Background: an optimization exercise with open tools, aiming at small area. Do not read the settings as production practice. Only simulation tests tie the RTL to the original design; equivalence was not proved. No activity file was given, so power comes from the tool's default toggle rates. No driver is modelled on the clock port, so clocking that relies on it looks cheaper here than on a real chip.

## rev 12
// crc_frame_enc
module crc_frame_enc (
    input  wire        clk,
    input  wire        rst,         
    input  wire        cmd_valid,
    output wire        cmd_ready,
    input  wire [15:0] cmd,
    output wire        rsp_valid,
    output wire [2:0]  rsp_kind,
    output wire [63:0] rsp_data
);
    localparam integer RL = 528;            
    localparam [3:0] T_OK    = 4'd0;
    localparam [3:0] T_VAL16 = 4'd1;
    localparam [3:0] T_BOOL  = 4'd2;
    localparam [3:0] T_END   = 4'd4;
    localparam [3:0] T_STAT  = 4'd5;
    localparam [1:0] PH_LOAD  = 2'd0;
    localparam [1:0] PH_EMIT  = 2'd1;
    localparam [1:0] PH_DONE  = 2'd2;
    localparam [1:0] PH_FAULT = 2'd3;
    localparam [1:0] M_IDLE = 2'd0;
    localparam [1:0] M_RUN  = 2'd1;         
    localparam [1:0] M_SCAN = 2'd2;         
    localparam [1:0] M_BOOT = 2'd3;         
    reg [RL-1:0] ring;                      
    reg [15:0]   crc;                       
    reg [9:0]    p;
    reg          par;                       
    reg [6:0]    cnt;                       
    reg          slotv, slotb, cksv;
    reg [2:0]    err;                       
    reg [1:0]    mode;
    reg          f;                         
    reg          al;                        
    reg          nz;                        
    reg          rv;                        
    reg [3:0]    rt;
    wire [6:0] wp   = cksv ? 7'd64 : cnt;
    wire [3:0] seq  = cksv ? cnt[3:0] : 4'd0;
    wire       wp64 = cksv | cnt[6];
    wire [3:0] sq   = cnt[3:0];                 
    wire       repv = cksv & (sq != 4'd0);
    wire [7:0] op  = cmd[15:8];
    wire [7:0] opr = cmd[7:0];
    wire       oz  = (opr == 8'h00);
    wire is_rst   = (op == 8'h01);
    wire is_stat  = (op == 8'h02);
    wire is_init  = (op == 8'h10);
  ...
Size in the first run: about 960 cells after synthesis, roughly 88 I/O pins.
==> flow/config.mk <==
export PLATFORM = sky130hd
export DESIGN_NAME = crc_frame_enc
export DESIGN_NICKNAME = crc_frame_enc
export VERILOG_FILES = /design/flow/design.v
export SDC_FILE = /design/flow/constraint.sdc
export NUM_CORES = 4
export LEC_CHECK = 0
export CAP_MARGIN = 20
export CORE_MARGIN = 2
export CORE_UTILIZATION = 60
export PLACE_DENSITY = 0.7
export SLEW_MARGIN = 20
==> flow/constraint.sdc <==
create_clock -name core_clock -period 6.5 [get_ports {clk}]
set_input_delay 1.3000 -clock core_clock [delete_from_list [all_inputs] [get_ports {clk}]]
set_output_delay 1.3000 -clock core_clock [all_outputs]
set_load 0.01 [all_outputs]
standard.sh (not shown) runs the stock make flow with config.mk's settings and CLKGATE_MAP_FILE= SYNTH_SCRIPT=/design/flow/synth_recipe.tcl, a recipe that flattens the netlist after the stock synthesis.
==> flow/flow/run.sh <==
#!/bin/bash
# Own layout flow: the standard ORFS flow (standard.sh), changed only in how the
# layout is made:
#  1. ABC maps the standard synthesis's logic with an area script (flow/area.abc)
#     instead of ORFS's speed script, which buffers and upsizes. Every other synthesis
#     step, the registers and their names are those of synth_recipe.tcl.
#  2. Every port still gets a buffer, but a sky130_fd_sc_hd__buf_1.
#  3. CTS inserts no dummy loads; its buffer list and clustering are set below.
# Each tool's full output stays in orfs/logs/ (one log per step); make's output is in
# flow.log.
set -euo pipefail
W=$PWD
F=$W/flow
{ head -n 1 synth_recipe.tcl; cat "$F/abc_proc.tcl"; tail -n +2 synth_recipe.tcl; } > my_synth.tcl
sed "s#$W/synth_recipe.tcl#$W/my_synth.tcl#" standard.sh > my_standard.sh
grep -q my_synth.tcl my_standard.sh
export MY_ABC_SCRIPT=$F/area.abc
export BUFFER_PORTS_ARGS="-buffer_cell sky130_fd_sc_hd__buf_1"
export CTS_ARGS="-sink_clustering_enable -repair_clock_nets -dont_use_dummy_load -buf_list sky130_fd_sc_hd__clkbuf_16 -sink_clustering_size 32 -sink_clustering_max_diameter 100"
bash my_standard.sh > flow.log 2>&1
==> flow/flow/abc_proc.tcl <==
# Map with an area-oriented ABC script instead of ORFS's (which buffers and upsizes for speed).
proc abc {args} {
  set out {}
  set skip 0
  foreach a $args {
    if {$skip} { set skip 0; continue }
    if {$a eq "-script" || $a eq "-D"} { set skip 1; continue }
    lappend out $a
  }
  yosys abc -script $::env(MY_ABC_SCRIPT) {*}$out
}
==> flow/flow/area.abc <==
strash
&get -n
&deepsyn -T 20
&put
strash
&get -n
&dch -f
&nf -R 1000
&put
Rev 12 finished every step from synthesis to the final layout, and the layout passed the timing, design-rule and antenna checks.
The inputs of rev 13 differ from those of rev 12 as listed below.
-- flow/flow/run.sh --
<<< rev 12, line 19
export CTS_ARGS="-sink_clustering_enable -repair_clock_nets -dont_use_dummy_load -buf_list sky130_fd_sc_hd__clkbuf_16 -sink_clustering_size 32 -sink_clustering_max_diameter 100"
>>> rev 13, line 19
export CTS_ARGS="-sink_clustering_enable -repair_clock_nets -dont_use_dummy_load -buf_list sky130_fd_sc_hd__clkbuf_8 -sink_clustering_size 20 -sink_clustering_max_diameter 50"
==> summary.txt <==
- Going from rev 12 to rev 13, clock power shrank by a few percent.
- Between rev 13 and rev 12, the difference in leakage power of the design is negligible.
- Rev 13 -> rev 12: die area delta 0, exact match
- Comparing rev 13 with rev 12, the final cell utilization of the core came out essentially unchanged.
- The wire length number comes out higher for rev 13 vs rev 12.
- Summary — hold slack, rev 13 relative to rev 12: lower, by 0.0049 ns.
- The detailed-route vias per instance was comparable across rev 13 and rev 12.
- For the number of H-tree levels, rev 13 came in 1 higher than rev 12 did.
- The run with more setup slack is rev 13; rev 12 has less.
- The higher slack of the worst reg-to-reg path of rev 13 and rev 12 is in rev 12.

---

== run 1 ==
Another version of the RTL of crc_frame_enc (not shown whole).
For scale: roughly 580 flip-flops, ~88 I/O pins, ~0.015 sq mm of cells after synthesis.
==> flow/design.v (excerpt) <==
module crc_frame_enc (
    input  wire        clk,
    input  wire        rst,         
    input  wire        cmd_valid,
    output wire        cmd_ready,
    input  wire [15:0] cmd,
    output wire        rsp_valid,
    output wire [2:0]  rsp_kind,
    output wire [63:0] rsp_data
);
Settings: LEC_CHECK=0, CAP_MARGIN=20, CORE_MARGIN=2, CORE_UTILIZATION=50, CTS_BUF_LIST=sky130_fd_sc_hd__clkbuf_2 sky130_fd_sc_hd__clkbuf_4 sky130_fd_sc_hd__clkbuf_8, CTS_CLUSTER_SIZE=20, PLACE_DENSITY=0.65, SLEW_MARGIN=20; clock period 6.5 ns.
run.sh (not shown) runs the stock make flow with config.mk's settings and CLKGATE_MAP_FILE= SYNTH_SCRIPT=/design/flow/synth_recipe.tcl, a recipe that flattens the netlist after the stock synthesis.
Stock flow here: none of the scripts above is used.
The inputs of run 2 differ from those of run 1 as listed below.
--- a/flow/config.mk
+++ b/flow/config.mk
@@ -8,7 +8,5 @@
 export CAP_MARGIN = 20
 export CORE_MARGIN = 2
-export CORE_UTILIZATION = 50
-export CTS_BUF_LIST = sky130_fd_sc_hd__clkbuf_2 sky130_fd_sc_hd__clkbuf_4 sky130_fd_sc_hd__clkbuf_8
-export CTS_CLUSTER_SIZE = 20
-export PLACE_DENSITY = 0.65
+export CORE_UTILIZATION = 35
+export PLACE_DENSITY = 0.55
 export SLEW_MARGIN = 20
==> comparison <==
Final instance area went up slightly going from run 1 to run 2.
Summary of the comparison: sum of met3 wire segment lengths after detailed routing is higher in run 2, relative to run 1.
Relative area change from synthesis to final layout up 2.2 points in run 2 wrt run 1
[compare] base=run 1 new=run 2: total die area has increased; met1 track utilization from global routing has decreased; number of buffers inserted by hold repair at cts has remained practically unchanged; fraction of layout cells with a size suffix above 1 has decreased.
The inputs of run 3 differ from those of run 2 as listed below.
==> flow/flow/run.sh (new file) <==
#!/bin/bash
# Own layout flow: the standard ORFS flow (standard.sh), changed only in how the
# layout is made:
#  1. ABC maps the standard synthesis's logic with an area script (flow/area.abc)
#     instead of ORFS's speed script, which buffers and upsizes. Every other synthesis
#     step, the registers and their names are those of synth_recipe.tcl.
#  2. Every port still gets a buffer, but a sky130_fd_sc_hd__buf_1.
#  3. CTS inserts no dummy loads; its buffer list and clustering are set below.
# Each tool's full output stays in orfs/logs/ (one log per step); make's output is in
# flow.log.
set -euo pipefail
W=$PWD
F=$W/flow
{ head -n 1 synth_recipe.tcl; cat "$F/abc_proc.tcl"; tail -n +2 synth_recipe.tcl; } > my_synth.tcl
sed "s#$W/synth_recipe.tcl#$W/my_synth.tcl#" standard.sh > my_standard.sh
grep -q my_synth.tcl my_standard.sh
export MY_ABC_SCRIPT=$F/area.abc
export BUFFER_PORTS_ARGS="-buffer_cell sky130_fd_sc_hd__buf_1"
export CTS_ARGS="-sink_clustering_enable -repair_clock_nets -dont_use_dummy_load -buf_list sky130_fd_sc_hd__clkbuf_16 -sink_clustering_size 30 -sink_clustering_max_diameter 60"
bash my_standard.sh > flow.log 2>&1
==> flow/flow/abc_proc.tcl (new file) <==
# Map with an area-oriented ABC script instead of ORFS's (which buffers and upsizes for speed).
proc abc {args} {
  set out {}
  set skip 0
  foreach a $args {
    if {$skip} { set skip 0; continue }
    if {$a eq "-script" || $a eq "-D"} { set skip 1; continue }
    lappend out $a
  }
  yosys abc -script $::env(MY_ABC_SCRIPT) {*}$out
}
==> flow/flow/area.abc (new file) <==
strash
&get -n
&st
&dch
&nf -R 1000
&put
==> flow/standard.sh (new file) <==
#!/bin/bash
# synth_recipe.tcl (not shown) runs the flow's synth.tcl, then flattens the netlist and writes it again
# the make line also repeats each setting of config.mk as NAME=value (left out here)
make -C /OpenROAD-flow-scripts/flow DESIGN_CONFIG=/design/flow/config.mk WORK_HOME=/design/flow/orfs CLKGATE_MAP_FILE= SYNTH_SCRIPT=/design/flow/synth_recipe.tcl "${@:-finish}"
--- a/flow/config.mk
+++ b/flow/config.mk
@@ -8,5 +8,5 @@
 export CAP_MARGIN = 20
 export CORE_MARGIN = 2
-export CORE_UTILIZATION = 35
-export PLACE_DENSITY = 0.55
+export CORE_UTILIZATION = 60
+export PLACE_DENSITY = 0.7
 export SLEW_MARGIN = 20
removed: flow/run.sh
Results
Run 2: PASS, flow complete, no timing, DRC or antenna violations. Run 3 completed end to end with timing, DRC and antenna clean. In run 3 relative to run 2, via count of the first global-routing pass had gone down by more than 10%. Number of flops mapped to enable cells by yosys: run 3 vs run 2 — no meaningful difference. Delta (run 3 minus run 2): clock skew picked up an extra 0.045 ns, logic gate share of total power saw a decrease, least setup slack across all paths after layout went up by 0.38 ns, length of routed met2 wiring down 1300 microns, portion of the clock cycle consumed by the worst path in the final layout moved down. For the final cell count, run 3 came in 409 lower than run 2 did.
### run 3 -> run 4
--- a/flow/flow/run.sh
+++ b/flow/flow/run.sh
@@ -17,4 +17,4 @@
 export MY_ABC_SCRIPT=$F/area.abc
 export BUFFER_PORTS_ARGS="-buffer_cell sky130_fd_sc_hd__buf_1"
-export CTS_ARGS="-sink_clustering_enable -repair_clock_nets -dont_use_dummy_load -buf_list sky130_fd_sc_hd__clkbuf_16 -sink_clustering_size 30 -sink_clustering_max_diameter 60"
+export CTS_ARGS="-sink_clustering_enable -repair_clock_nets -dont_use_dummy_load -buf_list sky130_fd_sc_hd__clkbuf_8 -sink_clustering_size 20 -sink_clustering_max_diameter 50"
 bash my_standard.sh > flow.log 2>&1
Cell area is lower on run 4. On latest clock arrival within the worst-skew pair, run 4 and run 3 are neck and neck. Going from run 3 to run 4, H-tree depth reported by CTS went up 1, leakage power figure went down 0.077 nW, clock power went down about 15%, fraction of area in registers went up 0.89 points, core utilization went down 0.80 points. Re routed length on met3: run 4 and run 3 aren't equal, and the lower value belongs to run 4. Re worst hold path cell count: no difference whatsoever between run 3 and run 4. Between run 4 and run 3, the critical path arrival does not differ in any meaningful way. Run 4 was carried through to the last stage, and its layout satisfied the timing, design-rule and antenna checks.

==> port drivers added, routing unchanged <==
Ports are ideal in the flow. The routed layouts listed here were re-timed in OpenROAD. Step 1 (the two cells are an assumption about what drives the block):
set clk [get_ports {clk}]
set_driving_cell -lib_cell sky130_fd_sc_hd__clkbuf_16 $clk
set_driving_cell -lib_cell sky130_fd_sc_hd__buf_2 [delete_from_list [all_inputs] $clk]
Step 2 moves the port delays by t, midway between the first and last clock arrival at a register: inputs arrive t later, outputs are due t later. That takes back most of the time a late clock gives input paths. Slacks: ideal ports / drivers / drivers and shift; pairs: ideal ports / drivers.
run | t (ns) | setup slack, ns | worst setup path after step 2 | latest minus earliest clock arrival (ns) | worst slew at a driven data input, ns
rev 12 | 0.555 | 0.690 / 0.668 / 0.322 | input to register | 0.062 / 0.062 | 0.03
rev 13 | 0.570 | 0.707 / 0.686 / 0.299 | input to register | 0.067 / 0.068 | 0.03
run 1 | 0.626 | 0.579 / 0.559 / 0.559 | input to output | 0.028 / 0.028 | 0.04
run 2 | 0.629 | 0.508 / 0.488 / 0.488 | input to output | 0.023 / 0.023 | 0.05
run 3 | 0.579 | 0.888 / 0.863 / 0.633 | input to register | 0.058 / 0.058 | 0.03
run 4 | 0.558 | 0.902 / 0.877 / 0.662 | input to register | 0.089 / 0.088 | 0.03
After both steps setup and hold are still met in every run listed. For rev 13, which loses most, drivers alone change the setup slack by -0.021 ns; drivers and shift together by -0.408 ns.
